From an optimization exercise on the open Yosys and OpenROAD flow, aimed at small area, a short achievable clock period and few clock cycles; shortcuts taken in it are not production practice. Only simulation tests tie the RTL to the original design; equivalence was not proved.

Setup of run 1:
## pxe_core
module pxe_core (
    input  wire        clk,
    input  wire        rst,
    input  wire        cmd_valid,
    output wire        cmd_ready,
    input  wire [4:0]  cmd_op,
    input  wire [31:0] cmd_key,
    input  wire [15:0] cmd_height,
    input  wire [15:0] cmd_width,
    input  wire        in_valid,
    output wire        in_ready,
    input  wire [23:0] in_data,
    output wire        out_valid,
    input  wire        out_ready,
    output wire [23:0] out_data,
    output wire        mem_ren_a,
    output wire [9:0]  mem_raddr_a,
    input  wire [31:0] mem_rdata_a,
    output wire        mem_ren_b,
    output wire [9:0]  mem_raddr_b,
    input  wire [31:0] mem_rdata_b,
    output wire        mem_we,
    output wire [9:0]  mem_waddr,
    output wire [31:0] mem_wdata
);
    localparam [1:0] S_IDLE   = 2'd0,
                     S_RESEED = 2'd1,    
                     S_DRAW   = 2'd2,
                     S_MATH   = 2'd3;
    localparam [1:0] P_J1  = 2'd0,    
                     P_J2  = 2'd1,    
                     P_SMP = 2'd2;    
    reg [1:0]  state;
    reg        shuf;        
    reg        dec;
    reg [31:0] x;           
    reg [9:0]  cnt;         
    reg [9:0]  ra;          
    reg        msb;         
    reg        blk1;        
    reg        regen;       
    reg        d_valid;     
    reg        w_valid;     
    reg [7:0]  w8;          
    reg [15:0] wid, col, row;    
    reg [1:0]  phase;
    reg [1:0]  cp0, cp1, cp2;    
    reg [1:0]  bsel;        
  ...
Size in the first run: roughly 250 I/O pins, roughly 19,000 um2 of cells after synthesis.
export LEC_CHECK = 0
export ABC_AREA = 1
export CAP_MARGIN = 20
export CORE_MARGIN = 2
export CORE_UTILIZATION = 40
export SETUP_SLACK_MARGIN = 4.5
export SLEW_MARGIN = 20
create_clock -name core_clock -period 9.0 [get_ports {clk}]
standard.sh (not shown) runs the stock make flow with config.mk's settings and CLKGATE_MAP_FILE= SYNTH_SCRIPT=/design/flow/synth_recipe.tcl, a recipe that flattens the netlist after the stock synthesis.
==> flow/flow/run.sh <==
#!/bin/bash
# The standard layout, with the port buffers made of the smallest buffer
# cell instead of the delay buffer that buffer_ports picks by default.
set -e
export BUFFER_PORTS_ARGS="-buffer_cell sky130_fd_sc_hd__buf_1"
bash standard.sh > standard.log 2>&1
Run 1: PASS, flow complete, no timing, DRC or antenna violations
Testbench counts of run 1, summed over its fixed seeds: cycles 57,653.
diff inputs: run 1 => run 2
- CTS_BUF_LIST: unset -> sky130_fd_sc_hd__clkbuf_4 sky130_fd_sc_hd__clkbuf_8
- SETUP_SLACK_MARGIN: 4.5 -> 4.0
Results
- Area growth from synthesis to layout, run 1 and run 2: higher on run 1
- Setup slack: run 2 less than run 1
- Run 2 has worst hold slack below what run 1 had.
- Going from run 1 to run 2, non-clock buffer count decreased 124.
Setup changes, run 2 to run 3
- CTS_BUF_LIST: sky130_fd_sc_hd__clkbuf_4 sky130_fd_sc_hd__clkbuf_8 -> unset
- SETUP_SLACK_MARGIN: 4.0 -> 4.2
### Flow results
Run 3 completed; timing, DRC and antenna clean. Overall via count from detail_route: run 3 and run 2 compared, higher one is run 3. Wire length on met2 grows by a few percent when moving from run 2 to run 3. Sequential share of layout area: run 3 and run 2 compared, higher one is run 2. Relative to run 2, share of the core filled with cells has increased by 2.2 points in run 3. Re compound-cell area share of the yosys netlist: no difference whatsoever between run 2 and run 3.
--- input diff run 3..run 4 ---
- SETUP_SLACK_MARGIN now 4.0, was 4.2
==> flow/run.sh (new file) <==
#!/bin/bash
# synth_recipe.tcl (not shown) runs the flow's synth.tcl, then flattens the netlist and writes it again
# the make line also repeats each setting of config.mk as NAME=value (left out here)
make -C /OpenROAD-flow-scripts/flow DESIGN_CONFIG=/design/flow/config.mk WORK_HOME=/design/flow/orfs CLKGATE_MAP_FILE= SYNTH_SCRIPT=/design/flow/synth_recipe.tcl finish
removed: flow/flow/run.sh
removed: flow/standard.sh
Notes after the runs:
- Run 3: all stages complete, timing, DRC and antenna checks passed
- Looking at the reports, run 4 completed the entire flow and the layout it produced met the timing, DRC and antenna checks.
- Per the comparison of run 4 with run 3, final design area excluding fillers rose 1200 um2; met2 layer wire length in the routed design fell about 1.4%; routing usage on met1 fell 0.71 points; antenna diode count fell 1.
- A capture point of the worst path of mem_wdata[27] is what run 4 shows, while mem_wdata[31] belongs to run 3.
- Side by side, smallest setup slack after layout turned out lower in run 4 than in run 3.

-- static timing again, ports no longer ideal --
In the flow no input, the clock included, has a driving cell. The finished layouts below were timed again as built, in two steps.
Step 1: set_driving_cell puts a clkbuf_16 on clk and a buf_2 on each other input, an assumption about the parent block.
Step 2 times the ports against the registers' clock, not the clock port: input delays grow and output delays shrink by t, the midpoint of the rising clock arrivals with the driver on.
a / b / c = ideal / step 1 / step 2; a / b = the first two.
| run | t, ns | setup slack, ns | worst setup path after step 2 |
|---|---|---|---|
| run 1 | 0.552 | 4.171 / 4.171 / 4.083 | input to register |
| run 2 | 0.626 | 4.075 / 4.046 / 3.705 | input to register |
| run 3 | 0.544 | 4.200 / 4.154 / 3.824 | input to register |
| run 4 | 0.540 | 3.934 / 3.896 / 3.555 | input to register |
After both steps every run listed still meets setup and hold. For run 4, which loses most, drivers alone change the setup slack by -0.038 ns; drivers and shift together by -0.379 ns.
